This design comes from an exercise in tuning for small area and a short achievable clock period on the open sky130 flow, not from production work. Function was checked by simulation only, so behaviour that the tests miss may differ from the original.

`flow/design.v`:
```
module ign_engine (
    input  wire        clk,
    input  wire        rst,           
    input  wire        edge_in,       
    input  wire        cmd_valid,     
    input  wire [2:0]  cmd_op,
    input  wire [31:0] cmd_data,
    output reg  [1:0]  spark,         
    output reg  [1:0]  sync_state,    
    output reg  [1:0]  phase,         
    output reg         busy,
    output reg         ign_en,
    output reg  [1:0]  tidx,
    output reg  [1:0]  ref_idx,
    output reg  [15:0] rps,
    output reg  [15:0] rpm
);
    localparam N_SLOTS = 11;
    localparam [1:0] S_UNSYNC = 2'd0, S_SYNCING = 2'd1, S_SYNCED = 2'd2;
    localparam [1:0] P_IDLE = 2'd0, P_DELAY = 2'd1, P_DWELL = 2'd2;
    localparam [2:0] OP_METER_START = 3'd0;
    localparam [2:0] OP_METER_STOP  = 3'd1;
    localparam [2:0] OP_SET_RECORD  = 3'd2;
    localparam [2:0] OP_SET_SHIFT   = 3'd3;
    localparam [2:0] OP_IGN_INIT    = 3'd4;
    reg        meter;         
    reg        run0;
    reg [2:0]  psel0;
    reg [15:0] cnt0;
    reg        e0;            
    reg        e1;            
    reg [9:0]  psc0;
    reg        primed;
    reg        ch;
    reg [9:0]  psc1;          
    reg [2:0]  dsel;          
    reg        chain;         
    reg        dv;            
    reg [26:0] X;
    reg [9:0]  kreg;          
    reg [9:0]  cyc;           
    reg [1:0]  mage;          
    reg        scnt1;
    reg [16:0] h1, h2, h3;      
    reg [15:0] tbl_speed  [0:N_SLOTS-1];
    reg [7:0]  tbl_timing [0:N_SLOTS-1];
    reg [7:0]  shift_r;
    function [20:0] bksub20;
        input [19:0] a;
        input [19:0] b;
        integer i, l;
        reg [19:0] gg, pp;
        begin
            gg = ~a & b;          
            pp = ~(a ^ b);        
            for (l = 1; l < 32; l = l * 2)
                for (i = 2 * l - 1; i < 20; i = i + 2 * l) begin
                    gg[i] = gg[i] | (pp[i] & gg[i - l]);
                    pp[i] = pp[i] & pp[i - l];
                end
            for (l = 16; l >= 1; l = l / 2)
                for (i = 3 * l - 1; i < 20; i = i + 2 * l) begin
                    gg[i] = gg[i] | (pp[i] & gg[i - l]);
                    pp[i] = pp[i] & pp[i - l];
                end
            bksub20 = {gg[19], a ^ b ^ {gg[18:0], 1'b0}};
        end
    endfunction
    function [18:0] bkadd19;
        input [18:0] a;
        input [18:0] b;
        input        ci;
        integer i, l;
        reg [18:0] gg, pp;
        begin
            gg = a & b;
            pp = a ^ b;
            gg[0] = gg[0] | (pp[0] & ci);
            for (l = 1; l < 32; l = l * 2)
                for (i = 2 * l - 1; i < 19; i = i + 2 * l) begin
                    gg[i] = gg[i] | (pp[i] & gg[i - l]);
                    pp[i] = pp[i] & pp[i - l];
                end
            for (l = 16; l >= 1; l = l / 2)
                for (i = 3 * l - 1; i < 19; i = i + 2 * l) begin
                    gg[i] = gg[i] | (pp[i] & gg[i - l]);
                    pp[i] = pp[i] & pp[i - l];
                end
            bkadd19 = a ^ b ^ {gg[17:0], ci};
        end
    endfunction
    function lt17;
        input [16:0] a;
        input [16:0] b;
        integer i;
        reg l;
        begin
            l = 1'b0;
            for (i = 0; i < 17; i = i + 1)
                l = (~a[i] & b[i]) | (~(a[i] ^ b[i]) & l);
            lt17 = l;
        end
    endfunction
    function [26:0] rsub27;
        input [26:0] a;
        input [26:0] b;
        integer i;
        reg br;
        reg [26:0] d;
        begin
            br = 1'b0;
            for (i = 0; i < 27; i = i + 1) begin
                d[i] = a[i] ^ b[i] ^ br;
                br = (~a[i] & b[i]) | (~(a[i] ^ b[i]) & br);
            end
            rsub27 = d;
        end
    endfunction
    reg [9:0] mask0;
    always @* begin
        case (psel0)
            3'd0:    mask0 = 10'd0;
            3'd1:    mask0 = 10'd7;
            3'd2:    mask0 = 10'd63;
            3'd3:    mask0 = 10'd255;
            default: mask0 = 10'd1023;
        endcase
    end
    wire tick0 = run0 && ((psc0 & mask0) == mask0);
    wire [16:0] dur = {e0, cnt0} + {16'd0, tick0};
    wire [16:0] cs_s1 = h3 ^ h2 ^ h1;
    wire [16:0] cs_c1 = (h3 & h2) | (h3 & h1) | (h2 & h1);
    wire [17:0] cs_a  = {1'b0, cs_s1};
    wire [17:0] cs_b  = {cs_c1, 1'b0};
    wire [17:0] cs_d  = {1'b0, e0, cnt0};
    wire [17:0] cs_s2 = cs_a ^ cs_b ^ cs_d;
    wire [17:0] cs_c2 = (cs_a & cs_b) | (cs_a & cs_d) | (cs_b & cs_d);
    wire [18:0] S = bkadd19({1'b0, cs_s2}, {cs_c2, 1'b0}, tick0);
    wire [16:0] mmin = (mage == 2'd0) ? h1 : (mage == 2'd1) ? h2 : h3;
    wire        lnew = lt17(dur, mmin);
    wire [1:0]  lock_ref = lnew ? 2'd3 : 2'd2 - mage;
    reg [23:0] f;
    reg [13:0] c_sat;
    always @* begin
        case (psel0)
            3'd0:    begin f = 24'd16000000; c_sat = 14'd14648; end
            3'd1:    begin f = 24'd2000000;  c_sat = 14'd1831;  end
            3'd2:    begin f = 24'd250000;   c_sat = 14'd228;   end
            3'd3:    begin f = 24'd62500;    c_sat = 14'd57;    end
            default: begin f = 24'd15625;    c_sat = 14'd14;    end
        endcase
    end
    wire        big = S <= {5'd0, c_sat};
    wire [29:0] N = big ? {6'd0, f} : {f, 6'd0};
    wire [18:0] rr [0:17];
    wire [16:0] Q;
    assign rr[17] = {6'd0, N[29:17]};
    genvar gi;
    generate
        for (gi = 0; gi < 17; gi = gi + 1) begin : g_div
            localparam [18:0] M = (gi <= 11) ? 19'h7FFFF : ((19'd1 << (30 - gi)) - 19'd1);
            wire [19:0] rin = {rr[gi+1], N[gi]};
            wire [20:0] dd  = bksub20(rin, {1'b0, S});
            wire        ge  = ~dd[20];
            wire [19:0] nx  = ge ? dd[19:0] : rin;
            assign Q[gi] = ge;
            assign rr[gi] = nx[18:0] & M;
        end
    endgenerate
    wire [10:0] qs = Q[16:6];
    wire [5:0]  q2 = Q[5:0] - {4'd0, Q[5:4]} - {5'd0, (rr[0] < rr[4])};
    wire [16:0] rpm_full = {qs, q2} - {4'd0, qs, 2'b00};
    wire [15:0] rps_new = !big ? {5'd0, qs} : Q[16] ? 16'hFFFF : Q[15:0];
    wire [15:0] rpm_new = big ? 16'hFFFF : rpm_full[15:0];
    function gt16;
        input [15:0] a;
        input [15:0] b;
        integer i;
        reg g, e;
        begin
            g = 1'b0; e = 1'b1;
            for (i = 15; i >= 0; i = i - 1) begin
                g = g | (e & a[i] & ~b[i]);
                e = e & ~(a[i] & ~b[i]) & ~(~a[i] & b[i]);
            end
            gt16 = g;
        end
    endfunction
    reg [7:0] timing;
    integer j;
    always @* begin
        timing = tbl_timing[N_SLOTS-1];
        for (j = N_SLOTS - 1; j >= 1; j = j - 1)
            if (gt16(tbl_speed[j], rps_new)) timing = tbl_timing[j-1];
        if (gt16(tbl_speed[0], rps_new)) timing = tbl_timing[0];
    end
    wire [8:0] diff = {1'b0, shift_r} - {1'b0, timing};
    wire [7:0] value = diff[8] ? 8'd0 : (diff[7:0] > 8'd180) ? 8'd180 : diff[7:0];
    wire [26:0] u = value * S;
    reg  [36:0] P;
    always @* begin
        case (psel0)
            3'd0:    P = {10'd0, u};
            3'd1:    P = {7'd0, u, 3'd0};
            3'd2:    P = {4'd0, u, 6'd0};
            3'd3:    P = {2'd0, u, 8'd0};
            default: P = {u, 10'd0};
        endcase
    end
    wire arm_ok = P >= 37'd720;
    wire lt1    = P < 37'd92520;
    wire lt8    = P < 37'd740160;
    wire lt64   = P < 37'd5921280;
    wire lt256  = P < 37'd23685120;
    wire lt1024 = P < 37'd94740480;
    wire [2:0] arm_dsel = lt1 ? 3'd0 : lt8 ? 3'd1 : lt64 ? 3'd2 : lt256 ? 3'd3 : 3'd4;
    reg [9:0]  mask1;
    reg [26:0] thr1;
    always @* begin
        case (dsel)
            3'd0:    begin mask1 = 10'd0;    thr1 = 27'd720;    end
            3'd1:    begin mask1 = 10'd7;    thr1 = 27'd3240;   end
            3'd2:    begin mask1 = 10'd63;   thr1 = 27'd23400;  end
            3'd3:    begin mask1 = 10'd255;  thr1 = 27'd92520;  end
            default: begin mask1 = 10'd1023; thr1 = 27'd369000; end
        endcase
    end
    wire blk1 = (psc1 & mask1) == mask1;
    wire [26:0] X_sub = rsub27(X, chain ? 27'd1 : 27'd360);
    wire [9:0]  cyc_inc = cyc + 10'd1;
    wire [9:0]  r_sh  = {cyc[8:0], X[26]};
    reg [9:0]  div_end;
    always @*
        case (psel0)
            3'd0:    div_end = 10'd17;
            3'd1:    div_end = 10'd20;
            3'd2:    div_end = 10'd23;
            3'd3:    div_end = 10'd25;
            default: div_end = 10'd27;
        endcase
    wire        r_ge  = r_sh >= 10'd360;
    reg        n_meter, n_run0, n_primed, n_e0, n_e1;
    reg [2:0]  n_psel0;
    reg [15:0] n_cnt0;
    reg [9:0]  n_psc0;
    reg        n_ch, n_ign_en, n_chain, n_dv;
    reg [9:0]  n_psc1, n_kreg, n_cyc;
    reg [2:0]  n_dsel;
    reg [26:0] n_X;
    reg [1:0]  n_mage;
    reg [1:0]  n_phase, n_sstate, n_tidx, n_ref;
    reg        n_scnt1;
    reg [15:0] n_rps, n_rpm;
    reg        ev, fire, fire_ch, dlv;
    task stall_action;
        begin
            n_sstate = S_UNSYNC; n_tidx = 2'd0; n_scnt1 = 1'b0; n_ref = 2'd0;
            n_rps = 16'd0; n_rpm = 16'd0;
            n_phase = P_IDLE;    
        end
    endtask
    task start_dwell;    
        begin
            n_phase = P_DWELL;
            n_dsel = 3'd0; n_chain = 1'b0; n_dv = 1'b0;
            n_X = 27'd576000; n_psc1 = 10'd0;
        end
    endtask
    always @* begin
        n_meter = meter; n_run0 = run0; n_primed = primed; n_psel0 = psel0;
        n_cnt0 = cnt0; n_e0 = e0; n_e1 = e1; n_psc0 = psc0;
        n_ch = ch; n_ign_en = ign_en; n_chain = chain; n_dv = dv;
        n_psc1 = psc1; n_kreg = kreg; n_cyc = cyc; n_dsel = dsel; n_X = X;
        n_mage = mage;
        n_phase = phase; n_sstate = sync_state; n_tidx = tidx; n_ref = ref_idx;
        n_scnt1 = scnt1;
        n_rps = rps; n_rpm = rpm;
        ev = 1'b0; fire = 1'b0; fire_ch = 1'b0; dlv = 1'b0;
        if (run0) begin
            if (!tick0) begin
                n_psc0 = psc0 + 10'd1;
            end else begin
                n_psc0 = 10'd0;
                if (cnt0 == 16'hFFFF) begin
                    n_cnt0 = 16'd0;
                    n_e0 = ~e0; n_e1 = e1 | e0;
                    if (e0 | e1) begin
                        n_primed = 1'b0;
                        stall_action;
                    end
                end else begin
                    n_cnt0 = cnt0 + 16'd1;
                end
            end
        end
        if (n_phase != P_IDLE) begin
            n_psc1 = psc1 + 10'd1;
            if (!chain) begin
                n_X = X_sub;
                if (blk1 && X < thr1) ev = 1'b1;
            end else if (dv) begin
                if (psc1 == div_end) begin
                    n_kreg = X[17:8] + {9'd0, |X[7:0]};
                    n_cyc = 10'd0;
                    n_dv = 1'b0;
                end else begin
                    n_cyc = {1'b0, r_ge ? r_sh[8:0] - 9'd360 : r_sh[8:0]};
                    n_X = {X[25:0], r_ge};
                end
            end else if (blk1) begin
                n_X = X_sub;
                if (cyc_inc == kreg) begin
                    n_cyc = 10'd0;
                    if (X_sub[17:0] < {8'd0, kreg}) ev = 1'b1;
                end else begin
                    n_cyc = cyc_inc;
                end
            end
            if (ev) begin
                if (phase == P_DELAY) start_dwell;
                else n_phase = P_IDLE;
            end
        end
        if (n_phase == P_IDLE) begin
            n_ch = tidx != ref_idx;
            if (value == 8'd0) begin
                n_dsel = 3'd0; n_chain = 1'b0; n_dv = 1'b0;
                n_X = 27'd576000; n_psc1 = 10'd0;
            end else begin
                n_X = lt1024 ? P[26:0] : u; n_psc1 = 10'd0; n_cyc = 10'd0;
                n_dsel = arm_dsel;
                n_chain = !lt1024; n_dv = !lt1024;
            end
        end
        if (edge_in && run0) begin
            n_cnt0 = 16'd0; n_e0 = 1'b0; n_e1 = 1'b0; n_psc0 = 10'd0;
            if (!n_primed) begin
                n_primed = 1'b1;
            end else if (dur > 17'd100000) begin
                stall_action;
            end else begin
                dlv = 1'b1;
                n_tidx = tidx + 2'd1;
                n_mage = (tidx == 2'd0 || lnew) ? 2'd0 : mage + 2'd1;
                if (sync_state == S_UNSYNC)
                    n_sstate = S_SYNCING;
                if (n_sstate == S_SYNCING && tidx == 2'd3) begin
                    n_scnt1 = 1'b1;
                    if (scnt1) begin
                        n_ref = lock_ref;
                        n_sstate = S_SYNCED;
                    end
                end
                if (n_sstate == S_SYNCED) begin
                    n_rps = rps_new; n_rpm = rpm_new;
                end
                if (sync_state == S_SYNCED && ign_en) begin
                    if (tidx == ref_idx) begin
                        fire = 1'b1; fire_ch = 1'b0;
                    end else if (tidx == ref_idx + 2'd2) begin
                        fire = 1'b1; fire_ch = 1'b1;
                    end
                end
                if (fire && n_phase == P_IDLE) begin
                    if (value == 8'd0)
                        n_phase = P_DWELL;
                    else if (arm_ok)
                        n_phase = P_DELAY;
                end
            end
        end
        if (cmd_valid) begin
            case (cmd_op)
                OP_METER_START: if (cmd_data[2:0] <= 3'd4) begin
                    n_meter = 1'b1; n_run0 = 1'b1; n_psel0 = cmd_data[2:0];
                    n_cnt0 = 16'd0; n_e0 = 1'b0; n_e1 = 1'b0; n_psc0 = 10'd0;
                    n_primed = 1'b0;
                    stall_action;
                end
                OP_METER_STOP: if (meter) begin
                    n_run0 = 1'b0;
                    stall_action;
                end
                OP_IGN_INIT: begin
                    if (cmd_data[0] != ign_en) begin
                        n_phase = P_IDLE;
                        n_ign_en = cmd_data[0];
                    end
                end
                default: ;
            endcase
        end
    end
    always @(posedge clk) begin
        if (rst) begin
            meter <= 1'b0; run0 <= 1'b0;
            ign_en <= 1'b0; phase <= P_IDLE;
            sync_state <= S_UNSYNC; tidx <= 2'd0; ref_idx <= 2'd0; scnt1 <= 1'b0;
            rps <= 16'd0; rpm <= 16'd0;
            busy <= 1'b0; spark <= 2'b00;
        end else begin
            busy <= n_phase != P_IDLE;
            spark <= {n_phase == P_DWELL && n_ch, n_phase == P_DWELL && !n_ch};
            meter <= n_meter; run0 <= n_run0;
            ign_en <= n_ign_en; phase <= n_phase;
            sync_state <= n_sstate; tidx <= n_tidx; ref_idx <= n_ref; scnt1 <= n_scnt1;
            rps <= n_rps; rpm <= n_rpm;
        end
    end
    always @(posedge clk) begin
        primed <= n_primed; psel0 <= n_psel0;
        cnt0 <= n_cnt0; e0 <= n_e0; e1 <= n_e1; psc0 <= n_psc0;
        if (dlv) begin
            h3 <= h2; h2 <= h1; h1 <= dur;
        end
        ch <= n_ch; psc1 <= n_psc1; dsel <= n_dsel; chain <= n_chain; dv <= n_dv;
        X <= n_X; kreg <= n_kreg; cyc <= n_cyc; mage <= n_mage;
    end
    always @(posedge clk) begin
        if (cmd_valid && cmd_op == OP_SET_RECORD &&
            cmd_data[27:24] < N_SLOTS && cmd_data[23:16] <= 8'd180) begin
            tbl_speed[cmd_data[27:24]]  <= cmd_data[15:0];
            tbl_timing[cmd_data[27:24]] <= cmd_data[23:16];
        end
        if (cmd_valid && cmd_op == OP_SET_SHIFT && cmd_data[7:0] <= 8'd180)
            shift_r <= cmd_data[7:0];
    end
endmodule
```
`flow/run.sh`:
```
#!/bin/bash
# synth_recipe.tcl (not shown) runs the flow's synth.tcl, then flattens the netlist and writes it again
# the make line also repeats each setting of config.mk as NAME=value (left out here)
make -C /OpenROAD-flow-scripts/flow DESIGN_CONFIG=/design/flow/config.mk WORK_HOME=/design/flow/orfs CLKGATE_MAP_FILE= SYNTH_SCRIPT=/design/flow/synth_recipe.tcl finish
```
`flow/config.mk`:
```
export PLATFORM = sky130hd
export DESIGN_NAME = ign_engine
export DESIGN_NICKNAME = ign_engine
export VERILOG_FILES = /design/flow/design.v
export SDC_FILE = /design/flow/constraint.sdc
export NUM_CORES = 4
export LEC_CHECK = 0
export ABC_AREA = 1
export CAP_MARGIN = 20
export CORE_MARGIN = 2
export CORE_UTILIZATION = 70
export CTS_BUF_LIST = sky130_fd_sc_hd__clkbuf_16
export CTS_CLUSTER_DIAMETER = 80
export CTS_CLUSTER_SIZE = 20
export PLACE_DENSITY = 0.8
export SLEW_MARGIN = 20
```
`flow/constraint.sdc`:
```
create_clock -name core_clock -period 420.0 [get_ports {clk}]
set_input_delay 84.0000 -clock core_clock [delete_from_list [all_inputs] [get_ports {clk}]]
set_output_delay 84.0000 -clock core_clock [all_outputs]
set_load 0.01 [all_outputs]
```
==> out/metrics.csv, run 1 <==
stage;metric;value;unit
layout;drive_gt1_share;4.58;%
clock_network;ctsLongestPathBuffers;3;
critical_path;end_kind;flip-flop;
clock_network;post_cts_buffers;0;
floorplanning;die_w;269;um
critical_path;slowest_stage;clkdlybuf4s50_1;
global_routing;grt_pass1_wl;214000;um
clock_network;htree_levels;1;
layout;num_antenna_cells;0;
detailed_routing;wl;135000;um
logic_synthesis;synth_ff_type;edfxtp_1;
sta;period_share;20.6;%
clock_network;clk_latency;0.62;ns
sta;relSlewSlack;19.9;%
clock_network;post_cts_resized;0;
critical_path;worstPathMaxFanout;9;
clock_network;path_clk_slew;0.08;ns
sta;hold_viol;0;
detailed_routing;dr_total_vias;43604;
worst_hold_path;hp-class;flip-flop to flip-flop;
sta;period_needed;86.53;ns
placement;gp_congestion;0.948;
global_routing;met2_usage;60.7;%
placement;dp.cells;7173;
global_routing;grt_usage;37.3;%
logic_synthesis;yosysWarnings;1;
floorplanning;ios;83;
floorplanning;initial_core_util;70.4;%
critical_path;crit_arrival;87.08;ns
detailed_routing;drt_iter0_drc;4445;
outcome;status;finished clean;
sta;report.final.slew_viol_count;0;
global_routing;grt.busiest_layer;met2;
placement;io_buffer_count;78;
sta;setup_viol;0;
sta;timing.fmax;11.6;MHz
clock_network;numCtsBuffers;29;
global_routing;grt_pass1_vias;41297;
logic_synthesis;synth_area;49000;um2
logic_synthesis;synth_top_area_share;22.7;%
job;drv_cap;0;
clock_network;cts.sink_count;467;
sta;skew;0.0355;ns
critical_path;cpPeakStageDelay;0.72;ns
detailed_routing;wl_per_cell;18.7;um
layout;stdcell_count;7227;
detailed_routing;ant_nets;0;
detailed_routing;routed_via_density;6.03;
sta;rsz0062_at_grt;no;
logic_synthesis;synth-edff-count;370;
logic_synthesis;ys_async_sr_fraction;0;%
logic_synthesis;synth.avg_cell_area;7.89;um2
logic_synthesis;ys_seq_area_share;26.6;%
global_routing;met3_usage;7.21;%
floorplanning;die_h;269;um
global_routing;antenna_found_initial;2;
logic_synthesis;synth_area_leader_cell;edfxtp_1;
logic_synthesis;ys_types;81;
placement;hpwl;103000;um
critical_path;cp_cell_sequence;clkdlybuf4s50_1 > inv_1 > nor2_1 > inv_1 > o21ai_0 > nor3_1 > inv_1 > nor2_1 > nor2_1 > nand2_1 > o21bai_1 > a21oi_1;
sta;fin_tns_setup;0;ns
logic_synthesis;synth_most_common_cell;nand2_1;
global_routing;globalRouteMet1Util;49.9;%
global_routing;overflow;0;
critical_path;critPathRequiredTime;420.55;ns
detailed_routing;drt_drc_violations_left;0;
floorplanning;dieArea;72200;um2
layout;fin_nets;7089;
layout;syn2layout_area_growth;5.80;%
clock_network;cts_hold_buffers;0;
clock_network;clock-root-buffer;clkbuf_16;
logic_synthesis;ys_top_cells_by_count;1154 x nand2_1, 961 x inv_1, 630 x nor2_1, 488 x ha_1, 471 x o21ai_0;
sta;tightest_slew;1.20;ns
detailed_routing;drt-pass1-iter-count;6;
logic_synthesis;synth_seq_cells;467;
global_routing;grt_max_degree;52;
critical_path;cp-start-kind;input pin;
logic_synthesis;synth_cells;6213;
clock_network;cts_tree;yes;
critical_path;worstSetupPathType;input pin to flip-flop;
logic_synthesis;synth_area_leaders;edfxtp_1 23%, ha_1 12%, fa_1 12%, nand2_1 8.8%, inv_1 7.4%;
floorplanning;fp-row-count;97;
floorplanning;core-area;69700;um2
## critical path: cells and delay by family
family | cells | cell delay [ns]
compound gates | 3 | 0.65
buf+inv | 4 | 1.01
simple gates | 5 | 1.42
## cell usage in the layout (no fill, tap or decap), drive strengths merged, types with 33 or more instances in the layout
cell type      synthesis  final
edfxtp               370    370
buf                   73     87
a21o                  36     36
a21oi                340    340
nand4                 55     55
xor2                 152    152
o22ai                 48     48
fa                   298    298
a211oi                33     33
ha                   488    488
dfxtp                 97     97
xnor2                 84     84
nand3                215    215
nand2               1187   1187
a31oi                 71     71
inv                  984   1005
clkdlybuf4s50          0     78
nor2                 639    639
o21ai                528    528
nor3                 101    101
## kinds of logic (layout without fill, tap and decap cells)
kind of cell	after synthesis	in the layout	share of synthesized area (%)
other	1	28	0.00765
buffers and inverters	1170	1217	9.29
multiplexers	8	8	0.163
flip-flops	467	467	26.6
AND/OR/NAND/NOR	2276	2276	19.8
AO/OA/AOI/OAI	1269	1269	15.3
XOR/XNOR	236	236	4.23
adder cells (fa/ha/maj)	786	786	24.6
## through the flow
step	setup slack, ns	area [um2]	hold WS [ns]	util [%]
floorplan	333.09	49100	0.426	-
finish	333.47	51900	0.466	74.4
global route	333.33	51900	0.490	74.4
detailed placement	332.99	51000	0.456	73.2
global placement	333.02	51000	0.441	73.2
CTS	333.63	51900	0.467	74.4
## path summary, 6_finish.rpt
check | startpoint | to | slack [ns] | cells past startpoint
setup / recovery | cmd_op[0] | cnt0[9] | 333.47 | 12
hold / removal | psc0[9] | psc0[9] | 0.47 | 2
setup reg to reg | psel0[2] | X[10] | 346.47 | 360
hold reg to reg | psc0[9] | psc0[9] | 0.47 | 2
## sequential cells by signal, indices dropped and copies added (netlist names), 8 cells and up
signal and cells:
rpm 16, psc0 10, kreg 10, X 27, h1 17, h2 17, tbl_speed 176, rps 16
tbl_timing 88, psc1 10, cnt0 16, shift_r 8, h3 17, cyc 10
## per-layer routing
metal,vias to the layer above,wire length [um]
met5,-,22
li1,20769,-
met4,4,5050
met2,1911,61500
met1,20556,55200
met3,364,13300
## area by class of cell
class                           count  area (um2)
Timing Repair Buffer              165        1430
Fill cell                        5453       17800
Clock buffer                       30         751
Sequential cell                   467       13100
Tap cell                          940        1180
Inverter                          998        3750
Clock inverter                     24         139
Multi-Input combinational cell   4603       31600
==> inputs of run 2 (changes only) <==
--- a/flow/design.v
+++ b/flow/design.v
@@ -89,6 +89,44 @@
             bkadd19 = a ^ b ^ {gg[17:0], ci};
         end
     endfunction
+    function [15:0] rinc16;
+        input [15:0] a;
+        input        ci;
+        integer i;
+        reg c;
+        begin
+            c = ci;
+            for (i = 0; i < 16; i = i + 1) begin
+                rinc16[i] = a[i] ^ c;
+                c = a[i] & c;
+            end
+        end
+    endfunction
+    function [16:0] rsub17;
+        input [16:0] a;
+        input [16:0] b;
+        integer i;
+        reg br;
+        begin
+            br = 1'b0;
+            for (i = 0; i < 17; i = i + 1) begin
+                rsub17[i] = a[i] ^ b[i] ^ br;
+                br = (~a[i] & b[i]) | (~(a[i] ^ b[i]) & br);
+            end
+        end
+    endfunction
+    function lt19;
+        input [18:0] a;
+        input [18:0] b;
+        integer i;
+        reg l;
+        begin
+            l = 1'b0;
+            for (i = 0; i < 19; i = i + 1)
+                l = (~a[i] & b[i]) | (~(a[i] ^ b[i]) & l);
+            lt19 = l;
+        end
+    endfunction
     function lt17;
         input [16:0] a;
         input [16:0] b;
@@ -127,7 +165,8 @@
         endcase
     end
     wire tick0 = run0 && ((psc0 & mask0) == mask0);
-    wire [16:0] dur = {e0, cnt0} + {16'd0, tick0};
+    wire [15:0] dur_lo = rinc16(cnt0, tick0);
+    wire [16:0] dur = {e0 ^ (tick0 & (&cnt0)), dur_lo};
     wire [16:0] cs_s1 = h3 ^ h2 ^ h1;
     wire [16:0] cs_c1 = (h3 & h2) | (h3 & h1) | (h2 & h1);
     wire [17:0] cs_a  = {1'b0, cs_s1};
@@ -168,8 +207,10 @@
         end
     endgenerate
     wire [10:0] qs = Q[16:6];
-    wire [5:0]  q2 = Q[5:0] - {4'd0, Q[5:4]} - {5'd0, (rr[0] < rr[4])};
-    wire [16:0] rpm_full = {qs, q2} - {4'd0, qs, 2'b00};
+    wire [16:0] q2_a = rsub17({11'd0, Q[5:0]}, {15'd0, Q[5:4]});
+    wire [16:0] q2_b = rsub17(q2_a, {16'd0, lt19(rr[0], rr[4])});
+    wire [5:0]  q2 = q2_b[5:0];
+    wire [16:0] rpm_full = rsub17({qs, q2}, {4'd0, qs, 2'b00});
     wire [15:0] rps_new = !big ? {5'd0, qs} : Q[16] ? 16'hFFFF : Q[15:0];
     wire [15:0] rpm_new = big ? 16'hFFFF : rpm_full[15:0];
     function gt16;
@@ -227,7 +268,12 @@
     end
     wire blk1 = (psc1 & mask1) == mask1;
     wire [26:0] X_sub = rsub27(X, chain ? 27'd1 : 27'd360);
-    wire [9:0]  cyc_inc = cyc + 10'd1;
+    wire [15:0] cyc_i16 = rinc16({6'd0, cyc}, 1'b1);
+    wire [9:0]  cyc_inc = cyc_i16[9:0];
+    wire [15:0] psc0_i16 = rinc16({6'd0, psc0}, 1'b1);
+    wire [15:0] psc1_i16 = rinc16({6'd0, psc1}, 1'b1);
+    wire [15:0] cnt0_inc = rinc16(cnt0, 1'b1);
+    wire [15:0] k_i16 = rinc16({6'd0, X[17:8]}, |X[7:0]);
     wire [9:0]  r_sh  = {cyc[8:0], X[26]};
     reg [9:0]  div_end;
     always @*
@@ -278,7 +324,7 @@
         ev = 1'b0; fire = 1'b0; fire_ch = 1'b0; dlv = 1'b0;
         if (run0) begin
             if (!tick0) begin
-                n_psc0 = psc0 + 10'd1;
+                n_psc0 = psc0_i16[9:0];
             end else begin
                 n_psc0 = 10'd0;
                 if (cnt0 == 16'hFFFF) begin
@@ -289,18 +335,18 @@
                         stall_action;
                     end
                 end else begin
-                    n_cnt0 = cnt0 + 16'd1;
+                    n_cnt0 = cnt0_inc;
                 end
             end
         end
         if (n_phase != P_IDLE) begin
-            n_psc1 = psc1 + 10'd1;
+            n_psc1 = psc1_i16[9:0];
             if (!chain) begin
                 n_X = X_sub;
                 if (blk1 && X < thr1) ev = 1'b1;
             end else if (dv) begin
                 if (psc1 == div_end) begin
-                    n_kreg = X[17:8] + {9'd0, |X[7:0]};
+                    n_kreg = k_i16[9:0];
                     n_cyc = 10'd0;
                     n_dv = 1'b0;
                 end else begin
--- a/flow/config.mk
+++ b/flow/config.mk
@@ -12,5 +12,6 @@
 export CTS_BUF_LIST = sky130_fd_sc_hd__clkbuf_16
 export CTS_CLUSTER_DIAMETER = 80
 export CTS_CLUSTER_SIZE = 20
+export GPL_TIMING_DRIVEN = 0
 export PLACE_DENSITY = 0.8
 export SLEW_MARGIN = 20
==> run 2 against run 1 <==
Effect of this change: synthesized cell count shrank 3.9%; clock skew fell by 0.0099 ns; utilization grew 1.3 points.
==> out/metrics.csv, run 2 <==
stage;metric;value;unit
outcome;status;finished clean;
floorplanning;dieArea;71100;um2
clock_network;post_cts_buffers;0;
critical_path;worstPathMaxFanout;16;
layout;layout_common_cells;1130 x nand2_1, 895 x inv_1, 593 x nor2_1;
critical_path;end_kind;flip-flop;
detailed_routing;wl_per_cell;20.1;um
logic_synthesis;synth_most_common_cell;nand2_1;
logic_synthesis;synth_cells;5969;
critical_path;crit_arrival;87.79;ns
layout;drive_gt1_share;4.16;%
global_routing;grt_pass1_vias;41094;
worst_hold_path;hp-class;flip-flop to flip-flop;
detailed_routing;dr_total_vias;43237;
floorplanning;core-area;68500;um2
sta;hold_viol;0;
clock_network;path_clk_slew;0.09;ns
logic_synthesis;synth_area_leader_cell;edfxtp_1;
detailed_routing;wl;142000;um
sta;skew;0.0257;ns
detailed_routing;drt_drc_violations_left;0;
detailed_routing;routed_via_density;6.14;
logic_synthesis;ys_seq_area_share;27.0;%
logic_synthesis;synth_area_leaders;edfxtp_1 23%, ha_1 14%, fa_1 13%, nand2_1 8.8%, inv_1 6.9%;
clock_network;numCtsBuffers;29;
sta;period_needed;87.30;ns
logic_synthesis;synth_top_family_by_area;adder cells;
placement;io_buffer_count;78;
layout;final_area;51900;um2
logic_synthesis;ys_types;83;
logic_synthesis;synth.avg_cell_area;8.09;um2
detailed_routing;ant_nets;0;
global_routing;grt_max_degree;29;
sta;timing.fmax;11.5;MHz
detailed_routing;drt_iter0_drc;5169;
logic_synthesis;yosys-mux-area-fraction;0.187;%
critical_path;worstSetupPathType;input pin to flip-flop;
layout;syn2layout_area_growth;7.42;%
logic_synthesis;ys_async_sr_fraction;0;%
global_routing;grt_usage;39.6;%
clock_network;htree_levels;1;
job;drv_cap;0;
layout;largest_reg_flops;176;
floorplanning;fp-row-count;96;
logic_synthesis;synth-edff-count;370;
sta;rsz0062_at_grt;no;
critical_path;cp-start-kind;input pin;
logic_synthesis;synth_xor_area_share;3.61;%
global_routing;grt_pass1_wl;221000;um
logic_synthesis;yosysWarnings;1;
logic_synthesis;yosys.area_share.adder;26.8;%
layout;final_common_cell;nand2_1;
logic_synthesis;synthSimpleGateAreaFrac;18.5;%
sta;period_share;20.8;%
floorplanning;ios;83;
global_routing;antenna_found_initial;3;
sta;setup_viol;0;
logic_synthesis;synth_area;48300;um2
floorplanning;die_w;267;um
critical_path;critPathRequiredTime;420.49;ns
clock_network;ctsLongestPathBuffers;3;
placement;place_area;50900;um2
sta;report.final.slew_viol_count;0;
clock_network;cts.sink_count;467;
placement;hpwl;112000;um
global_routing;overflow;0;
logic_synthesis;synth_ff_type;edfxtp_1;
floorplanning;initial_core_util;70.5;%
layout;fin_nets;7019;
logic_synthesis;synth_top_area_share;23.0;%
placement;gp_congestion;0.974;
clock_network;post_cts_resized;0;
sta;tightest_slew;1.15;ns
clock_network;clock-root-buffer;clkbuf_16;
sta;fin_tns_setup;0;ns
clock_network;cts_hold_buffers;0;
detailed_routing;drt-pass1-iter-count;14;
clock_network;cts_tree;yes;
sta;relSlewSlack;23.1;%
floorplanning;die_h;267;um
logic_synthesis;synth_seq_cells;467;
logic_synthesis;synth-compound-area-share;15.1;%
logic_synthesis;ys_top_cells_by_count;1130 x nand2_1, 885 x inv_1, 605 x nor2_1, 544 x ha_1, 402 x o21ai_0;
clock_network;clk_latency;0.63;ns
layout;fill_cells;5172;
run 2: cell types whose count changed in the layout (fill, tap and decap cells not counted), sizes merged, moves of 16 or more:
cell / previous run / this run
nor3: 101 / 75
nand3: 215 / 166
nand2: 1187 / 1149
ha: 488 / 544
nor2: 639 / 611
a31oi: 71 / 55
o21ai: 528 / 478
inv: 1005 / 926
clkbuf: 30 / 144
a21oi: 340 / 308
xor2: 152 / 123
nand4: 55 / 37
run 2: cell type report:
cell class	count	area [um2]	area share, %
antenna	2	5.00	0.00965
clock inverter	25	170	0.328
timing repair buffer	103	1330	2.57
sequential	467	13100	25.2
multi-input combinational	4439	31200	60.2
inverter	923	3470	6.69
clock buffer	29	726	1.40
tap	882	1100	2.13
buffer	167	754	1.46
run 2: worst paths after layout:
| path | cells past startpoint | from | end | slack [ns] |
|---|---|---|---|---|
| worst max-delay path | 12 | cmd_data[0] | e0 | 332.70 |
| worst min register to register | 2 | cyc[8] | cyc[8] | 0.51 |
| worst min-delay path | 2 | cyc[8] | cyc[8] | 0.51 |
| worst max register to register | 390 | psel0[2] | spark[1] | 343.16 |
run 2: kinds of logic (layout without fill, tap and decap cells):
family / count (synthesis) / count (layout)
and+or+nand+nor: 2142 / 2142
AOI/OAI and AO/OA: 1212 / 1212
buffers and inverters: 1090 / 1247
adders and majority gates: 850 / 850
DFF: 467 / 467
xor gates and xnor gates: 198 / 198
muxes: 9 / 9
other: 1 / 30
run 2: metal layers:
layer  wire length (um)  track usage, %  part of all wire, %
met5                 57               0                0.040
met4               6270            15.8                  4.4
met1              57500            54.4                   41
met2              62300            61.3                   44
met3              15400            8.40                   11
run 2: worst max-delay path, cell delays in order:
cell             delay, ns
clkdlybuf4s50_1       0.81
o21ai_0               0.46
inv_1                 0.13
a21oi_1               0.14
inv_1                 0.05
nor2_1                0.34
inv_1                 0.21
nor2_1                0.63
nor2_1                0.19
inv_1                 0.24
clkbuf_1              0.44
nor2_1                0.12
run 2: stage by stage:
stage / utilization [%] / worst slack [ns] / std cells / hold slack (ns)
detailed placement: 74.4 / 332.15 / 6980 / 0.489
finish: 75.7 / 332.70 / 7037 / 0.508
floorplan: - / 333.11 / 5996 / 0.452
CTS: 75.7 / 332.80 / 7034 / 0.506
global route: 75.7 / 332.57 / 7035 / 0.519
global placement: 73.4 / 331.25 / 6956 / 0.478
==> inputs of run 3 (changes only) <==
--- a/flow/config.mk
+++ b/flow/config.mk
@@ -12,6 +12,5 @@
 export CTS_BUF_LIST = sky130_fd_sc_hd__clkbuf_16
 export CTS_CLUSTER_DIAMETER = 80
 export CTS_CLUSTER_SIZE = 20
-export GPL_TIMING_DRIVEN = 0
 export PLACE_DENSITY = 0.8
 export SLEW_MARGIN = 20
==> run 3 against run 2 <==
Effect of this change: sequential share of layout area increased by 0.37 points; setup slack improved by 0.64 ns; synthesized cell count unchanged; first-iteration DRC count decreased by 16%; critical path type unchanged; sequential cell count unchanged.
==> out/metrics.csv, run 3 <==
stage;metric;value;unit
worst_hold_path;hold-path-cell-count;2;
critical_path;worstPathMaxFanout;16;
logic_synthesis;ys_async_sr_fraction;0;%
clock_network;ctsLongestPathBuffers;3;
detailed_routing;wl_per_cell;18.9;um
clock_network;htree_levels;1;
logic_synthesis;synth_xor_area_share;3.61;%
logic_synthesis;synth-compound-area-share;15.1;%
layout;final_common_cell;nand2_1;
logic_synthesis;synth_area_leaders;edfxtp_1 23%, ha_1 14%, fa_1 13%, nand2_1 8.8%, inv_1 6.9%;
sta;timing.fmax;11.5;MHz
floorplanning;initial_core_util;70.5;%
detailed_routing;routed_via_density;6.12;
logic_synthesis;yosysWarnings;1;
placement;gp_congestion;0.942;
worst_hold_path;hp-class;flip-flop to flip-flop;
sta;setup_viol;0;
layout;layout_common_cells;1130 x nand2_1, 899 x inv_1, 591 x nor2_1;
sta;hold_slack;0.500;ns
global_routing;grt_max_degree;52;
logic_synthesis;synth_most_common_cell;nand2_1;
critical_path;critPathRequiredTime;420.55;ns
critical_path;ff2ff_path_depth;354;
clock_network;post_cts_resized;0;
logic_synthesis;synth.avg_cell_area;8.09;um2
logic_synthesis;yosys-mux-area-fraction;0.187;%
logic_synthesis;synth-edff-count;370;
critical_path;cp-start-kind;input pin;
layout;syn2layout_area_growth;5.88;%
logic_synthesis;synth_top_area_share;23.0;%
sta;period_needed;86.66;ns
logic_synthesis;synth_ff_type;edfxtp_1;
critical_path;worstSetupPathType;input pin to flip-flop;
clock_network;clk_latency;0.65;ns
clock_network;post_cts_buffers;0;
logic_synthesis;synth_area_leader_cell;edfxtp_1;
sta;tightest_slew;1.13;ns
global_routing;grt_pass1_wl;209000;um
critical_path;crit_arrival;87.21;ns
floorplanning;dieArea;71100;um2
detailed_routing;drt_iter0_drc;4359;
layout;largest_reg_flops;176;
global_routing;antenna_found_initial;1;
global_routing;overflow;0;
logic_synthesis;synth_seq_cells;467;
layout;drive_gt1_share;4.34;%
detailed_routing;wl;131000;um
floorplanning;core-area;68500;um2
logic_synthesis;ys_seq_area_share;27.0;%
floorplanning;fp-row-count;96;
sta;report.final.slew_viol_count;0;
detailed_routing;dr_total_vias;42345;
sta;period_share;20.6;%
logic_synthesis;ys_top_cells_by_count;1130 x nand2_1, 885 x inv_1, 605 x nor2_1, 544 x ha_1, 402 x o21ai_0;
outcome;status;finished clean;
placement;hpwl;99900;um
sta;hold_viol;0;
clock_network;cts_tree;yes;
placement;io_buffer_count;78;
placement;pre_cts_slack;332.79;ns
logic_synthesis;ys_types;83;
sta;fin_ws;333.34;ns
layout;fin_nets;6904;
clock_network;path_clk_slew;0.08;ns
global_routing;grt_usage;36.8;%
logic_synthesis;synthSimpleGateAreaFrac;18.5;%
clock_network;cts.sink_count;467;
detailed_routing;drt-pass1-iter-count;6;
layout;fill_cells;5341;
detailed_routing;drt_drc_violations_left;0;
job;drv_cap;0;
sta;relSlewSlack;24.4;%
logic_synthesis;yosys.area_share.adder;26.8;%
logic_synthesis;synth_area;48300;um2
clock_network;clock-root-buffer;clkbuf_16;
clock_network;numCtsBuffers;31;
floorplanning;die_h;267;um
critical_path;end_kind;flip-flop;
logic_synthesis;synth_top_family_by_area;adder cells;
detailed_routing;ant_nets;0;
floorplanning;die_w;267;um
sta;skew;0.0320;ns
clock_network;cts_hold_buffers;0;
global_routing;grt_pass1_vias;40658;
sta;rsz0062_at_grt;no;
logic_synthesis;synth_cells;5969;
floorplanning;ios;83;
sta;fin_tns_setup;0;ns
-- run 3: cell families after synthesis --
kind of cell / after synthesis
AOI/OAI and AO/OA: 1212
adders and majority gates: 850
muxes: 9
xor gates and xnor gates: 198
other: 1
buffers and inverters: 1090
DFF: 467
and+or+nand+nor: 2142
-- run 3: worst max-delay path, cell delays in order --
cell and delay, ns:
clkdlybuf4s50_1 1.00, o21ai_0 0.25, inv_1 0.16, a21oi_1 0.08, inv_1 0.05, nor2_1 0.09
inv_1 0.09, nor2_1 0.05, buf_4 0.18, nor2_1 0.54, inv_1 0.46, nor3_1 0.24
-- run 3: worst paths after layout --
check,start,end,slack [ns]
min reg2reg,rpm[6],rpm[6],0.50
min,rpm[6],rpm[6],0.50
max,cmd_data[0],cnt0[7],333.34
max reg2reg,psel0[0],busy,343.83
-- run 3: cell type report --
class / count / area [um2] / area share, %
Antenna cell: 1 / 2.50 / 0.00490
Clock buffer: 31 / 776 / 1.52
Clock inverter: 27 / 186 / 0.365
Inverter: 923 / 3470 / 6.79
Multi-Input combinational cell: 4439 / 31200 / 61.0
Sequential cell: 467 / 13100 / 25.5
Tap cell: 882 / 1100 / 2.16
Timing Repair Buffer: 153 / 1340 / 2.63
-- run 3: metal layers --
layer	GRT usage [%]	vias up	wire length [um]
li1	-	20064	-
met1	49.3	20196	53100
met2	60.2	1760	59500
met3	7.78	321	13600
met4	11.1	4	4510
met5	0.624	-	76
-- run 3: per-stage QoR --
stage / util [%] / instances / instance area, um2
finish: 74.6 / 6923 / 51100
global route: 74.6 / 6922 / 51100
CTS: 74.6 / 6922 / 51100
detailed placement: 73.2 / 6864 / 50100
global placement: 73.2 / 6864 / 50100
floorplan: - / 5996 / 48400
==> inputs of run 4 (changes only) <==
--- a/flow/config.mk
+++ b/flow/config.mk
@@ -6,11 +6,11 @@
 export NUM_CORES = 4
 export LEC_CHECK = 0
 export ABC_AREA = 1
-export CAP_MARGIN = 20
+export CAP_MARGIN = 0
 export CORE_MARGIN = 2
 export CORE_UTILIZATION = 70
 export CTS_BUF_LIST = sky130_fd_sc_hd__clkbuf_16
 export CTS_CLUSTER_DIAMETER = 80
 export CTS_CLUSTER_SIZE = 20
 export PLACE_DENSITY = 0.8
-export SLEW_MARGIN = 20
+export SLEW_MARGIN = 0
==> run 4 against run 3 <==
Effect of this change: count of clock-buffer cells in the layout did not move; maximum frequency barely moved; critical path depth did not move; routed wire length fell by 0.23%; highest routed layer unchanged; sequential cell count did not move; first-iteration DRC count fell by 6.7%; still clean on timing, DRC and antenna.
==> out/metrics.csv, run 4 <==
stage;metric;value;unit
clock_network;clock-root-buffer;clkbuf_16;
layout;fill_cells;5326;
detailed_routing;drt_drc_violations_left;0;
clock_network;clk_latency;0.65;ns
outcome;status;finished clean;
sta;report.final.slew_viol_count;0;
global_routing;grt_pass1_vias;40567;
critical_path;worstPathMaxFanout;16;
logic_synthesis;synth_area;48300;um2
floorplanning;core-area;68500;um2
sta;timing.fmax;11.5;MHz
detailed_routing;wirelength_met1;53000;um
layout;layout_common_cells;1130 x nand2_1, 900 x inv_1, 592 x nor2_1;
logic_synthesis;ys_top_cells_by_count;1130 x nand2_1, 885 x inv_1, 605 x nor2_1, 544 x ha_1, 402 x o21ai_0;
placement;place_area;50100;um2
logic_synthesis;synth_area_leaders;edfxtp_1 23%, ha_1 14%, fa_1 13%, nand2_1 8.8%, inv_1 6.9%;
detailed_routing;wl_met2;59100;um
clock_network;numCtsBuffers;31;
worst_hold_path;hp-class;flip-flop to flip-flop;
critical_path;ff2ff_path_depth;353;
logic_synthesis;synth_ff_type;edfxtp_1;
detailed_routing;routed.top_layer;met5;
logic_synthesis;ys_seq_area_share;27.0;%
critical_path;cp-start-kind;input pin;
critical_path;crit_arrival;87.14;ns
critical_path;regToRegEndpoint;X[24];
sta;period_needed;86.58;ns
detailed_routing;dr_total_vias;42340;
global_routing;grt_usage;36.8;%
placement;io_buffer_count;78;
clock_network;cts_tree;yes;
logic_synthesis;synth_most_common_cell;nand2_1;
layout;fin_nets;6904;
logic_synthesis;synth.avg_cell_area;8.09;um2
global_routing;grt_pass1_wl;208000;um
layout;final_area;51100;um2
sta;fin_ws;333.42;ns
critical_path;critPathLaunch;cmd_data[0];
clock_network;post_cts_buffers;0;
clock_network;htree_levels;1;
logic_synthesis;ys_types;83;
global_routing;grt_max_degree;52;
sta;skew;0.0329;ns
detailed_routing;routed_via_density;6.12;
detailed_routing;wl;131000;um
floorplanning;fp-row-count;96;
critical_path;critPathRequiredTime;420.56;ns
logic_synthesis;synth_seq_cells;467;
sta;rsz0062_at_grt;no;
sta;fin_tns_setup;0;ns
floorplanning;initial_core_util;70.5;%
global_routing;overflow;0;
sta;hold_viol;0;
sta;setup_viol;0;
layout;largest_reg_flops;176;
detailed_routing;route.met3.wl;13800;um
logic_synthesis;synth_top_area_share;23.0;%
floorplanning;die_w;267;um
clock_network;cts.sink_count;467;
clock_network;path_clk_slew;0.08;ns
job;drv_cap;0;
critical_path;reg2reg_from;psel0[0];
clock_network;post_cts_resized;0;
clock_network;cts_hold_buffers;0;
layout;syn2layout_area_growth;5.88;%
critical_path;cp-endpoint;cnt0[8];
logic_synthesis;synth_cells;5969;
layout;drive_gt1_share;4.30;%
global_routing;antenna_found_initial;2;
detailed_routing;drt-pass1-iter-count;8;
placement;pre_cts_slack;332.77;ns
floorplanning;die_h;267;um
critical_path;ff2ff_setup_slack;344.12;ns
critical_path;end_kind;flip-flop;
sta;relSlewSlack;8.97;%
logic_synthesis;ys_async_sr_fraction;0;%
logic_synthesis;yosysWarnings;1;
clock_network;ctsLongestPathBuffers;3;
sta;period_share;20.6;%
detailed_routing;drt_iter0_drc;4065;
layout;final_common_cell;nand2_1;
detailed_routing;ant_nets;0;
logic_synthesis;synth-edff-count;370;
placement;hpwl;99800;um
layout;num_antenna_cells;0;
floorplanning;ios;83;
placement;gp_congestion;0.942;
detailed_routing;wl_per_cell;18.9;um
layout;utilization;74.6;%
floorplanning;dieArea;71100;um2
critical_path;worstSetupPathType;input pin to flip-flop;
sta;tightest_slew;1.36;ns
logic_synthesis;synth_area_leader_cell;edfxtp_1;
run 4: layer usage:
layer,GRT usage [%],vias to the layer above
met5,0,-
met4,11.9,4
met3,7.52,308
met2,59.9,1919
met1,49.5,20063
li1,-,20046
run 4: per-stage QoR:
step,hold slack [ns],std cells
after global routing,0.524,6922
after global placement,0.483,6864
final,0.499,6922
after detailed placement,0.489,6864
after CTS,0.502,6922
after floorplan,0.452,5996
run 4: layout make-up:
cell class	count	area (um2)	area share, %
inverters	923	3470	6.79
multi-input cells	4439	31200	61.0
clock inverters	27	191	0.375
flip-flops and latches	467	13100	25.5
clock buffers	31	776	1.52
well taps	882	1100	2.16
repair buffers	153	1340	2.63
run 4: worst min-delay path by stage:
stage          startpoint       to  depth (start not counted)
2_1_floorplan       meter    meter                          2
4_1_cts           rpm[12]  rpm[12]                          2
5_1_grt            rpm[0]   rpm[0]                          2
3_3_place_gp        meter    meter                          2
3_5_place_dp      rpm[12]  rpm[12]                          2
6_report           rpm[6]   rpm[6]                          2
run 4: critical path: stages:
cell	delay [ns]
clkdlybuf4s50_1	0.98
o21ai_0	0.25
inv_1	0.15
a21oi_1	0.07
inv_1	0.06
nor2_1	0.09
inv_1	0.09
nor2_1	0.05
buf_4	0.17
nor2_1	0.51
inv_1	0.44
nor3_1	0.25
run 4: cell families after synthesis:
| logic type | share of synthesized area [%] |
|---|---|
| compound gates | 15.1 |
| xor+xnor | 3.61 |
| fa+ha+maj | 26.8 |
| buf+inv | 8.75 |
| flops | 27.0 |
| mux | 0.187 |
| other cells | 0.00777 |
| simple gates | 18.5 |
==> inputs of run 5 (changes only) <==
--- a/flow/config.mk
+++ b/flow/config.mk
@@ -6,11 +6,11 @@
 export NUM_CORES = 4
 export LEC_CHECK = 0
 export ABC_AREA = 1
-export CAP_MARGIN = 0
+export CAP_MARGIN = 20
 export CORE_MARGIN = 2
-export CORE_UTILIZATION = 70
+export CORE_UTILIZATION = 80
 export CTS_BUF_LIST = sky130_fd_sc_hd__clkbuf_16
 export CTS_CLUSTER_DIAMETER = 80
 export CTS_CLUSTER_SIZE = 20
-export PLACE_DENSITY = 0.8
-export SLEW_MARGIN = 0
+export PLACE_DENSITY = 0.9
+export SLEW_MARGIN = 20
==> run 5 against run 4 <==
Effect of this change: still clean on timing, DRC and antenna; clock skew rose by 0.011 ns; die area fell by 12%; routed wire length rose by 4.4%; global-route usage rose by 6.6 points; critical path type unchanged.
==> out/metrics.csv, run 5 <==
stage;metric;value;unit
job;drv_cap;0;
layout;fin_nets;6900;
detailed_routing;routed_via_density;6.43;
detailed_routing;drt-pass1-iter-count;8;
global_routing;grt_pass1_wl;217000;um
outcome;status;finished clean;
sta;report.final.slew_viol_count;0;
clock_network;post_cts_buffers;0;
sta;tightest_slew;1.17;ns
global_routing;overflow;0;
layout;layout_common_cells;1130 x nand2_1, 903 x inv_1, 592 x nor2_1;
critical_path;end_kind;flip-flop;
global_routing;globalRouteMet1Util;55.7;%
logic_synthesis;synth-edff-count;370;
layout;fill_cells;3554;
critical_path;worstPathMaxFanout;16;
sta;period_share;20.7;%
floorplanning;die_w;250;um
critical_path;slowest_stage;clkdlybuf4s50_1;
layout;drive_gt1_share;4.18;%
detailed_routing;ant_nets;0;
floorplanning;initial_core_util;80.4;%
detailed_routing;wl;136000;um
detailed_routing;dr_total_vias;43837;
critical_path;worstSetupPathType;input pin to flip-flop;
worst_hold_path;hp-class;flip-flop to flip-flop;
sta;setup_viol;0;
critical_path;crit_top_cell;inv_1;
clock_network;cts_hold_buffers;0;
detailed_routing;drt_drc_violations_left;0;
critical_path;cp_cell_sequence;clkdlybuf4s50_1 > o21ai_0 > inv_1 > a21oi_1 > inv_1 > nor2_1 > inv_1 > nor2_1 > buf_4 > nor2_1 > inv_1 > nor3_1;
sta;timing.fmax;11.5;MHz
layout;seq_area;13100;um2
placement;dp.cells;6762;
logic_synthesis;synth_cells;5969;
clock_network;htree_levels;1;
global_routing;grt_usage;43.4;%
sta;skew;0.0441;ns
logic_synthesis;yosysWarnings;1;
logic_synthesis;synth_area_leader_cell;edfxtp_1;
floorplanning;fp-row-count;90;
clock_network;clock-root-buffer;clkbuf_16;
logic_synthesis;synth_most_common_cell;nand2_1;
clock_network;post_cts_resized;0;
critical_path;cpPeakStageDelay;0.98;ns
floorplanning;core-area;60000;um2
critical_path;crit_buf_inv;6;
placement;io_buffer_count;78;
global_routing;antenna_found_initial;0;
sta;relSlewSlack;20.9;%
logic_synthesis;synth_top_area_share;23.0;%
floorplanning;dieArea;62300;um2
clock_network;numCtsBuffers;29;
logic_synthesis;ys_async_sr_fraction;0;%
logic_synthesis;ys_top_cells_by_count;1130 x nand2_1, 885 x inv_1, 605 x nor2_1, 544 x ha_1, 402 x o21ai_0;
floorplanning;die_h;250;um
sta;hold_viol;0;
logic_synthesis;synth_ff_type;edfxtp_1;
layout;stdcell_count;6818;
logic_synthesis;ys_seq_area_share;27.0;%
clock_network;path_clk_slew;0.08;ns
critical_path;crit_arrival;87.52;ns
logic_synthesis;synth.avg_cell_area;8.09;um2
sta;fin_tns_setup;0;ns
placement;gp_congestion;0.940;
detailed_routing;wl_per_cell;20.0;um
logic_synthesis;ys_types;83;
clock_network;ctsLongestPathBuffers;3;
clock_network;cts.sink_count;467;
logic_synthesis;synth_seq_cells;467;
layout;final_common_cell;nand2_1;
global_routing;met3_usage;10.6;%
detailed_routing;drt_iter0_drc;5118;
critical_path;critPathRequiredTime;420.53;ns
sta;rsz0062_at_grt;no;
placement;hpwl;102000;um
layout;multi_input_area;31200;um2
floorplanning;ios;83;
global_routing;met2_usage;69.3;%
logic_synthesis;synth_area;48300;um2
clock_network;cts_tree;yes;
global_routing;grt_max_degree;52;
global_routing;grt.busiest_layer;met2;
logic_synthesis;synth_area_leaders;edfxtp_1 23%, ha_1 14%, fa_1 13%, nand2_1 8.8%, inv_1 6.9%;
clock_network;clk_latency;0.65;ns
layout;syn2layout_area_growth;5.42;%
global_routing;grt_pass1_vias;42784;
sta;hold_slack;0.507;ns
sta;period_needed;86.99;ns
critical_path;cp-start-kind;input pin;
layout;largest_reg_flops;176;
critical_path;cp_top_family;buffers and inverters;
==> run 5: cell counts after synthesis <==
No cell type changed its count.
==> run 5: final timing paths <==
check                                  from       end  slack (ns)  cells past startpoint
worst min-delay path                rpm[13]   rpm[13]        0.51                      2
worst min register to register      rpm[13]   rpm[13]        0.51                      2
worst max register to register     psel0[2]      busy      343.36                    350
worst max-delay path            cmd_data[2]  cnt0[13]      333.01                     12
==> run 5: cell type report <==
type,instances,area share (%)
flip-flops and latches,467,25.7
well taps,782,1.92
repair buffers,151,2.61
inverters,923,6.82
clock buffers,29,1.43
clock inverters,25,0.302
diodes,2,0.00984
multi-input cells,4439,61.3
==> run 5: stage by stage <==
stage | setup slack [ns] | utilization (%) | instance area [um2]
after floorplan | 333.11 | - | 48400
after global placement | 332.49 | 83.3 | 50000
after detailed placement | 332.29 | 83.3 | 50000
after CTS | 332.91 | 84.8 | 50900
after global routing | 333.04 | 84.8 | 50900
final | 333.01 | 84.8 | 50900
==> run 5: per-layer routing <==
metal | routed length (um) | vias to the layer above
met3 | 17400 | 554
met1 | 50300 | 20469
met4 | 7220 | 0
met5 | 0 | -
li1 | - | 20048
met2 | 61300 | 2766
==> run 5: kinds of logic (layout without fill, tap and decap cells) <==
logic type                 Yosys count  count (layout)  share of synthesized area, %
AOI/OAI and AO/OA                 1212            1212                          15.1
xor gates and xnor gates           198             198                          3.61
adders and majority gates          850             850                          26.8
buffers and inverters             1090            1128                          8.75
DFF                                467             467                          27.0
muxes                                9               9                         0.187
other                                1              30                       0.00777
and+or+nand+nor                   2142            2142                          18.5
==> run 5: tightest hold or removal path, stage by stage (launching register included) <==
cell and delay (ns):
dfxtp_1 0.32, nand2_1 0.08, a211oi_1 0.07
==> inputs of run 6 (changes only) <==
--- a/flow/config.mk
+++ b/flow/config.mk
@@ -8,9 +8,9 @@
 export ABC_AREA = 1
 export CAP_MARGIN = 20
 export CORE_MARGIN = 2
-export CORE_UTILIZATION = 80
+export CORE_UTILIZATION = 70
 export CTS_BUF_LIST = sky130_fd_sc_hd__clkbuf_16
-export CTS_CLUSTER_DIAMETER = 80
-export CTS_CLUSTER_SIZE = 20
-export PLACE_DENSITY = 0.9
+export CTS_CLUSTER_DIAMETER = 100
+export CTS_CLUSTER_SIZE = 30
+export PLACE_DENSITY = 0.8
 export SLEW_MARGIN = 20
==> run 6 against run 5 <==
Effect of this change: area after synthesis unchanged; sequential share of layout area about the same; critical endpoint is now cnt0[8]; largest cell class unchanged.
==> out/metrics.csv, run 6 <==
stage;metric;value;unit
critical_path;slowest_stage;clkdlybuf4s50_1;
detailed_routing;dr_total_vias;42317;
logic_synthesis;synth_area_leader_cell;edfxtp_1;
clock_network;cts.sink_count;467;
floorplanning;core-area;68500;um2
sta;period_share;20.6;%
sta;rsz0062_at_grt;no;
global_routing;grt_pass1_wl;209000;um
clock_network;htree_levels;1;
logic_synthesis;synth_ff_type;edfxtp_1;
layout;largest_reg_flops;176;
sta;skew;0.0343;ns
global_routing;grt_max_degree;52;
critical_path;crit_top_cell;inv_1;
detailed_routing;wl;131000;um
sta;report.final.slew_viol_count;0;
clock_network;cts_tree;yes;
detailed_routing;drt-pass1-iter-count;8;
layout;multi_input_area;31200;um2
critical_path;crit_arrival;87.17;ns
critical_path;cpPeakStageDelay;0.99;ns
layout;fill_cells;5361;
layout;layout_common_cells;1130 x nand2_1, 895 x inv_1, 591 x nor2_1;
logic_synthesis;synth_area;48300;um2
detailed_routing;drt_drc_violations_left;0;
clock_network;numCtsBuffers;23;
clock_network;clock-root-buffer;clkbuf_16;
placement;hpwl;99900;um
floorplanning;die_h;267;um
critical_path;cp_cell_sequence;clkdlybuf4s50_1 > o21ai_0 > inv_1 > a21oi_1 > inv_1 > nor2_1 > inv_1 > nor2_1 > buf_4 > nor2_1 > inv_1 > nor3_1;
placement;gp_congestion;0.942;
logic_synthesis;synth_cells;5969;
placement;io_buffer_count;78;
logic_synthesis;yosysWarnings;1;
logic_synthesis;synth_area_leaders;edfxtp_1 23%, ha_1 14%, fa_1 13%, nand2_1 8.8%, inv_1 6.9%;
placement;pre_cts_slack;332.79;ns
critical_path;crit_buf_inv;6;
sta;hold_viol;0;
clock_network;post_cts_resized;0;
floorplanning;fp-row-count;96;
detailed_routing;routed_via_density;6.12;
sta;setup_viol;0;
logic_synthesis;synth_seq_cells;467;
clock_network;clk_latency;0.61;ns
layout;seq_area;13100;um2
critical_path;cp_top_family;buffers and inverters;
critical_path;critPathRequiredTime;420.52;ns
layout;syn2layout_area_growth;5.50;%
logic_synthesis;ys_seq_area_share;27.0;%
clock_network;path_clk_slew;0.10;ns
sta;fin_ws;333.35;ns
clock_network;cts_hold_buffers;0;
clock_network;ctsLongestPathBuffers;3;
global_routing;antenna_found_initial;1;
global_routing;overflow;0;
logic_synthesis;ys_top_cells_by_count;1130 x nand2_1, 885 x inv_1, 605 x nor2_1, 544 x ha_1, 402 x o21ai_0;
sta;relSlewSlack;24.6;%
layout;final_common_cell;nand2_1;
logic_synthesis;synth-edff-count;370;
detailed_routing;drt_iter0_drc;4492;
layout;utilization;74.4;%
logic_synthesis;synth.avg_cell_area;8.09;um2
floorplanning;ios;83;
logic_synthesis;synth_top_area_share;23.0;%
critical_path;worstSetupPathType;input pin to flip-flop;
critical_path;worstPathMaxFanout;16;
logic_synthesis;ys_types;83;
detailed_routing;ant_nets;0;
floorplanning;dieArea;71100;um2
clock_network;post_cts_buffers;0;
sta;tightest_slew;1.12;ns
sta;timing.fmax;11.5;MHz
sta;fin_tns_setup;0;ns
critical_path;cp-start-kind;input pin;
floorplanning;initial_core_util;70.5;%
logic_synthesis;synth_most_common_cell;nand2_1;
critical_path;end_kind;flip-flop;
worst_hold_path;hp-class;flip-flop to flip-flop;
detailed_routing;wl_per_cell;19.0;um
sta;period_needed;86.65;ns
job;drv_cap;0;
critical_path;ff2ff_setup_slack;343.75;ns
global_routing;grt_usage;36.9;%
layout;fin_nets;6896;
outcome;status;finished clean;
logic_synthesis;ys_async_sr_fraction;0;%
layout;drive_gt1_share;4.15;%
floorplanning;die_w;267;um
global_routing;grt_pass1_vias;40724;
-- run 6: cell counts after synthesis --
Identical to the previous run, type by type.
-- run 6: cell type report --
cell class                      count  area share, %
Antenna cell                        3         0.0147
Clock buffer                       23           1.13
Clock inverter                     19          0.388
Inverter                          923           6.81
Multi-Input combinational cell   4439           61.2
Sequential cell                   467           25.6
Tap cell                          882           2.17
Timing Repair Buffer              153           2.64
-- run 6: metrics by stage --
step	instances	hold WS (ns)	area (um2)
after detailed placement	6864	0.489	50100
after global placement	6864	0.483	50100
after floorplan	5996	0.452	48400
after global routing	6906	0.524	50900
after CTS	6906	0.504	50900
final	6909	0.502	50900
-- run 6: kinds of logic (layout without fill, tap and decap cells) --
family / count (synthesis) / in the layout / synth area share [%]
other cells: 1 / 31 / 0.00777
mux: 9 / 9 / 0.187
flops: 467 / 467 / 27.0
fa+ha+maj: 850 / 850 / 26.8
buf+inv: 1090 / 1118 / 8.75
simple gates: 2142 / 2142 / 18.5
compound gates: 1212 / 1212 / 15.1
xor+xnor: 198 / 198 / 3.61
-- run 6: worst paths after layout --
| kind | start | to | cells past startpoint |
|---|---|---|---|
| max reg2reg | psel0[0] | X[24] | 355 |
| min reg2reg | rpm[6] | rpm[6] | 2 |
| max | cmd_data[2] | cnt0[8] | 12 |
| min | rpm[6] | rpm[6] | 2 |
-- run 6: tightest hold or removal path, stage by stage (launching register included) --
cell and delay, ns:
dfxtp_1 0.32, nand2_1 0.08, a211oi_1 0.07
-- run 6: layer usage --
metal	share of wire [%]	GRT usage, %	vias to the layer above
li1	-	-	20034
met1	41	49.0	20062
met2	45	60.3	1902
met3	11	8.22	317
met4	3.6	11.4	2
met5	0.0084	0	-

-- port drivers added, routing unchanged --
How much do the figures lean on ideal ports? The routed layouts below were timed once more, with nothing changed but the port constraints. Step 1 assumes that a clkbuf_16 drives the clock port and a buf_2 every other input. Step 2 adds t to the input delays and takes it off the output delays; t is the mean of the earliest and latest rising clock arrival at the registers after step 1. Input paths then give back, and output paths get back, about the clock's delay inside the block. a / b / c = ideal ports / drivers / drivers and shift; a / b = the first two.
run | shift t [ns] | slack for setup (ns) | clock arrival spread, ns | slew at the worst register clock pin (ns) | worst slew at a driven data input, ns
run 1 | 0.674 | 333.470 / 333.510 / 332.836 | 0.038 / 0.038 | 0.09 / 0.09 | 0.06
run 2 | 0.681 | 332.703 / 332.744 / 332.063 | 0.026 / 0.026 | 0.10 / 0.10 | 0.10
run 3 | 0.704 | 333.341 / 333.390 / 332.686 | 0.032 / 0.032 | 0.09 / 0.09 | 0.08
run 4 | 0.699 | 333.417 / 333.465 / 332.766 | 0.033 / 0.033 | 0.09 / 0.09 | 0.08
run 5 | 0.698 | 333.011 / 333.049 / 332.351 | 0.044 / 0.044 | 0.09 / 0.09 | 0.07
run 6 | 0.668 | 333.350 / 333.386 / 332.718 | 0.038 / 0.038 | 0.12 / 0.12 | 0.08
After both steps every run listed still meets setup and hold. For run 5, which loses most, drivers alone change the setup slack by +0.038 ns; drivers and shift together by -0.660 ns.
